This design comes from an exercise in tuning for small area, a short achievable clock period and few clock cycles on the open sky130 flow, not from production work.
At most, simulation tests tie the RTL to the original design; equivalence was not proved.
Power and IR drop assume default switching activity.

// pool_tx
module pool_tx (
    input  wire       clk,
    input  wire       rst,
    input  wire       cmd_valid,
    output wire       cmd_ready,
    input  wire [2:0] cmd_op,
    input  wire [7:0] cmd_data,
    output reg        rsp_valid,
    output reg  [1:0] rsp_status,
    output reg        rsp_page_done,
    output reg        tx_valid,
    output reg  [7:0] tx_data,
    output reg        tx_last,
    input  wire       tx_ready
);
    localparam FD  = 16;          
    localparam FAW = 4;           
    reg [4:0] ph;
    reg       a_v, b_v;
    reg [6:0] a_op, b_op;
    reg [7:0] a_d, b_d;
    reg       rdy;
    assign cmd_ready = rdy;
    wire accept = cmd_valid && rdy;
    wire [6:0] in_op = (cmd_op == 3'd0) ? 7'b0000001 :
                       (cmd_op == 3'd1) ? 7'b0000010 :
                       (cmd_op == 3'd2) ? 7'b0000100 :
                       (cmd_op == 3'd3) ? 7'b0001000 :
                       (cmd_op == 3'd4) ? 7'b0010000 :
                       (cmd_op == 3'd5) ? 7'b0100000 : 7'b1000000;
    wire x_app  = a_op[0];
    wire x_com  = a_op[1];
    wire x_send = a_op[2];
    wire x_ck   = a_op[3];
    wire x_mis  = a_op[4];
    wire x_pre  = a_op[5];
    reg [4:0] used;         
    reg [4:0] sent;         
    reg [4:0] last_len;     
    reg       overflowed;
    reg       tx_active;
    reg       ovf_pending;
    reg [2:0] ncks [0:15];  
    reg [2:0] run_ck;       
    reg [4:0] po;           
    reg [3:0] base;         
    reg [3:0] ap;           
    reg       full;         
    reg       ll30;         
    reg       pool_empty;   
    reg       conf;         
    reg       s_eq;         
    reg [7:0]     fifo [0:FD-1];
    reg [FD-1:0]  f_wa;     
    reg [FAW-1:0] f_rp;
    reg [FAW:0]   f_cnt;
    reg           f_empty, f_full;
    reg [4:0]     w_dist;   
    reg [4:0]     w_j;      
    reg [3:0]     w_s;      
    reg           wr_v;     
    reg [3:0]     wr_s;
    reg [7:0]     wr_d;
    wire          w_go = !f_empty && w_dist == 5'd0;
    wire [7:0] tap  [0:15];     
    wire [7:0] tapb [0:15];     
    genvar gs;
    generate
        for (gs = 0; gs < 16; gs = gs + 1) begin : g_slot
            reg  [255:0] r;
            wire [7:0]   d0 = (wr_v && wr_s == gs) ? wr_d : r[255:248];
            always @(posedge clk)
                r <= {r[247:0], d0};
            if (gs == 0) begin : g_t0
  ...
Size: roughly 6900 cells after synthesis, about 4700 flip-flops, ~110000 µm² of cells after synthesis.
export LEC_CHECK = 0
export CAP_MARGIN = 20
export CORE_MARGIN = 2
export CORE_UTILIZATION = 60
export CTS_CLUSTER_DIAMETER = 100
export CTS_CLUSTER_SIZE = 30
export SLEW_MARGIN = 20
create_clock -name core_clock -period 12.0 [get_ports {clk}]
standard.sh (not shown) runs the stock make flow with config.mk's settings and CLKGATE_MAP_FILE= SYNTH_SCRIPT=/design/flow/synth_recipe.tcl, a recipe that flattens the netlist after the stock synthesis.
==> flow/flow/run.sh <==
#!/bin/bash
# The standard layout (standard.sh: the standard flow's synthesis, floorplan, placement,
# CTS and routing, unchanged), with two placement/repair knobs:
#  - ports are buffered with buf_4 cells rather than the default choice;
set -euo pipefail
export SETUP_SLACK_MARGIN=8.4
export BUFFER_PORTS_ARGS="-buffer_cell sky130_fd_sc_hd__buf_4"
bash standard.sh > standard.log 2>&1
Testbench counts at the start, summed over its fixed seeds: cycles 51,443.
Rerun with:
Settings changed: ABC_AREA from default to 1, CTS_CLUSTER_DIAMETER 100 to 80.
Setup slack gets worse by 0.058 ns.
Via count is higher by 6.2%.
Count of clock-buffer cells in the layout is lower by 9.
First-iteration DRC count is higher by 4.3%.
Rerun with:
Settings changed: ABC_AREA 1 to default, CORE_UTILIZATION 60 to 70.
The changed run ran to the end with no violations.
Power drops by 4.1%.
Design area stays flat.
Utilization climbs by 10 points.
Worst setup slack gets better by 0.060 ns.
First-iteration DRC count rises by 29%.
Area after synthesis barely changes.
Routed wire length goes up by 9.8%.
Die area shrinks by 14%.
Via count fell by 2.8%.
Sequential power is about the same.
Rerun with:
Settings changed: CORE_UTILIZATION 70 to 60.
The new run ran to the end with no violations.
Setup slack gets better by 0.016 ns.
Critical path depth stays the same.
Design area climbs by 0.31%.
Wire length decreases by 7.9%.
Power rose by 0.38%.
Synthesized area stays the same.
Hold slack loses 0.0048 ns.
Via count came out lower by 3.0%.
Clock skew rises by 0.018 ns.

== before ==
Another version of the RTL of pool_tx (not shown whole).
Size: roughly 30 I/O pins.
## pool_tx
module pool_tx (
    input  wire       clk,
    input  wire       rst,
    input  wire       cmd_valid,
    output wire       cmd_ready,
    input  wire [2:0] cmd_op,
    input  wire [7:0] cmd_data,
    output reg        rsp_valid,
    output reg  [1:0] rsp_status,
    output reg        rsp_page_done,
    output reg        tx_valid,
    output reg  [7:0] tx_data,
    output reg        tx_last,
    input  wire       tx_ready
);
export LEC_CHECK = 0
export CAP_MARGIN = 20
export CORE_MARGIN = 2
export CORE_UTILIZATION = 30
export SLEW_MARGIN = 20
create_clock -name core_clock -period 12.0 [get_ports {clk}]
Scripts as last shown in full above: flow/flow/run.sh
diff inputs: before => after
# before
export LEC_CHECK = 0
export CAP_MARGIN = 20
export CORE_MARGIN = 2
export CORE_UTILIZATION = 30
export SLEW_MARGIN = 20
create_clock -name core_clock -period 12.0 [get_ports {clk}]
# after
export LEC_CHECK = 0
export CAP_MARGIN = 20
export CORE_MARGIN = 2
export CORE_UTILIZATION = 30
export CTS_CLUSTER_DIAMETER = 50
export CTS_CLUSTER_SIZE = 30
export SLEW_MARGIN = 20
create_clock -name core_clock -period 12.0 [get_ports {clk}]
==> results.txt <==
- The net switching share of the total power of after exceeds that of before by 1.5 points.
- In the flow results for before and after, the post-CTS setup buffer count is larger on after.
- Via count was lower in the run labelled after.
Function was not checked in any run of this note: the RTL went through the layout flow alone.

try-xenon:
RTL: one of the versions met above, not the one the previous note started from.
For scale: roughly 4700 flip-flops, roughly 30 I/O pins, about 0.11 sq mm of cells after synthesis.
// pool_tx
module pool_tx (
    input  wire       clk,
    input  wire       rst,
    input  wire       cmd_valid,
    output wire       cmd_ready,
    input  wire [2:0] cmd_op,
    input  wire [7:0] cmd_data,
    output reg        rsp_valid,
    output reg  [1:0] rsp_status,
    output reg        rsp_page_done,
    output reg        tx_valid,
    output reg  [7:0] tx_data,
    output reg        tx_last,
    input  wire       tx_ready
);
==> flow/config.mk <==
export PLATFORM = sky130hd
export DESIGN_NAME = pool_tx
export DESIGN_NICKNAME = pool_tx
export VERILOG_FILES = /design/flow/design.v
export SDC_FILE = /design/flow/constraint.sdc
export NUM_CORES = 4
export LEC_CHECK = 0
export CAP_MARGIN = 0
export CORE_MARGIN = 2
export CORE_UTILIZATION = 60
export CTS_CLUSTER_DIAMETER = 80
export CTS_CLUSTER_SIZE = 30
export SLEW_MARGIN = 0
==> flow/constraint.sdc <==
create_clock -name core_clock -period 12.0 [get_ports {clk}]
set_input_delay 2.4000 -clock core_clock [delete_from_list [all_inputs] [get_ports {clk}]]
set_output_delay 2.4000 -clock core_clock [all_outputs]
set_load 0.01 [all_outputs]
Scripts as last shown in full above: flow/flow/run.sh
Testbench counts of try-xenon, summed over its fixed seeds: cycles 51,443.
What try-tundra does differently from try-xenon at the input level:
- changing CTS_CLUSTER_DIAMETER from 80 to 50
- changing SLEW_MARGIN from 0 to 20
- changing CAP_MARGIN from 0 to 20
Results
The core utilization number comes out lower for try-xenon vs try-tundra.
Comparing try-tundra and try-xenon, the higher shortest clock period the worst path allows after layout is on try-tundra.
Diff try-xenon -> try-tundra | non-clock buffer count | down slightly
The final layouts of try-tundra and try-xenon pass the timing, design-rule and antenna checks.
try-tundra: met2 layer usage reported by global route 0.41 points above try-xenon
For sum of buffers and inverters on the critical path, try-xenon and try-tundra come out practically identical.
Diff try-xenon -> try-tundra | fill cell total of the finished layout | decrease of 315

[port drivers added, routing unchanged]
The results above use ideal ports. As a check the final layouts listed here were re-extracted and re-timed, cells and wires unchanged. Step 1, drivers: a clkbuf_16 drives clk and a buf_2 each remaining input, both assumed. Step 2 adds t to the input delays and takes it off the output delays; t is the mean of the earliest and latest rising clock arrival at the registers after step 1. Input paths then give back, and output paths get back, about the clock's delay inside the block. Three values: ideal ports, drivers, drivers and shift; two values: the first two.
| run | t, ns | slack for setup (ns) | hold slack, ns | worst setup path after step 2 | pins driven straight from the clock port |
|---|---|---|---|---|---|
| the first run of note 1 | 0.933 | 8.261 / 8.178 / 7.513 | 0.316 / 0.316 / 0.316 | input to register | 1 |
| the second run of note 1 | 0.923 | 8.203 / 8.117 / 7.548 | 0.311 / 0.311 / 0.311 | input to register | 1 |
| the third run of note 1 | 0.939 | 8.263 / 8.175 / 7.479 | 0.314 / 0.314 / 0.314 | input to register | 1 |
| the fourth run of note 1 | 0.925 | 8.279 / 8.188 / 7.566 | 0.309 / 0.309 / 0.309 | input to register | 1 |
| before | 0.924 | 7.936 / 7.843 / 7.728 | 0.281 / 0.281 / 0.281 | input to register | 1 |
| after | 0.959 | 7.913 / 7.820 / 7.757 | 0.278 / 0.278 / 0.278 | input to register | 1 |
| try-xenon | 0.925 | 8.279 / 8.188 / 7.566 | 0.309 / 0.309 / 0.309 | input to register | 1 |
| try-tundra | 0.955 | 8.241 / 8.155 / 7.510 | 0.296 / 0.296 / 0.296 | input to register | 1 |
After both steps every run listed still meets setup and hold. The setup slack of the third run of note 1, which loses most, moves by -0.088 ns with the drivers and by -0.784 ns with both steps.
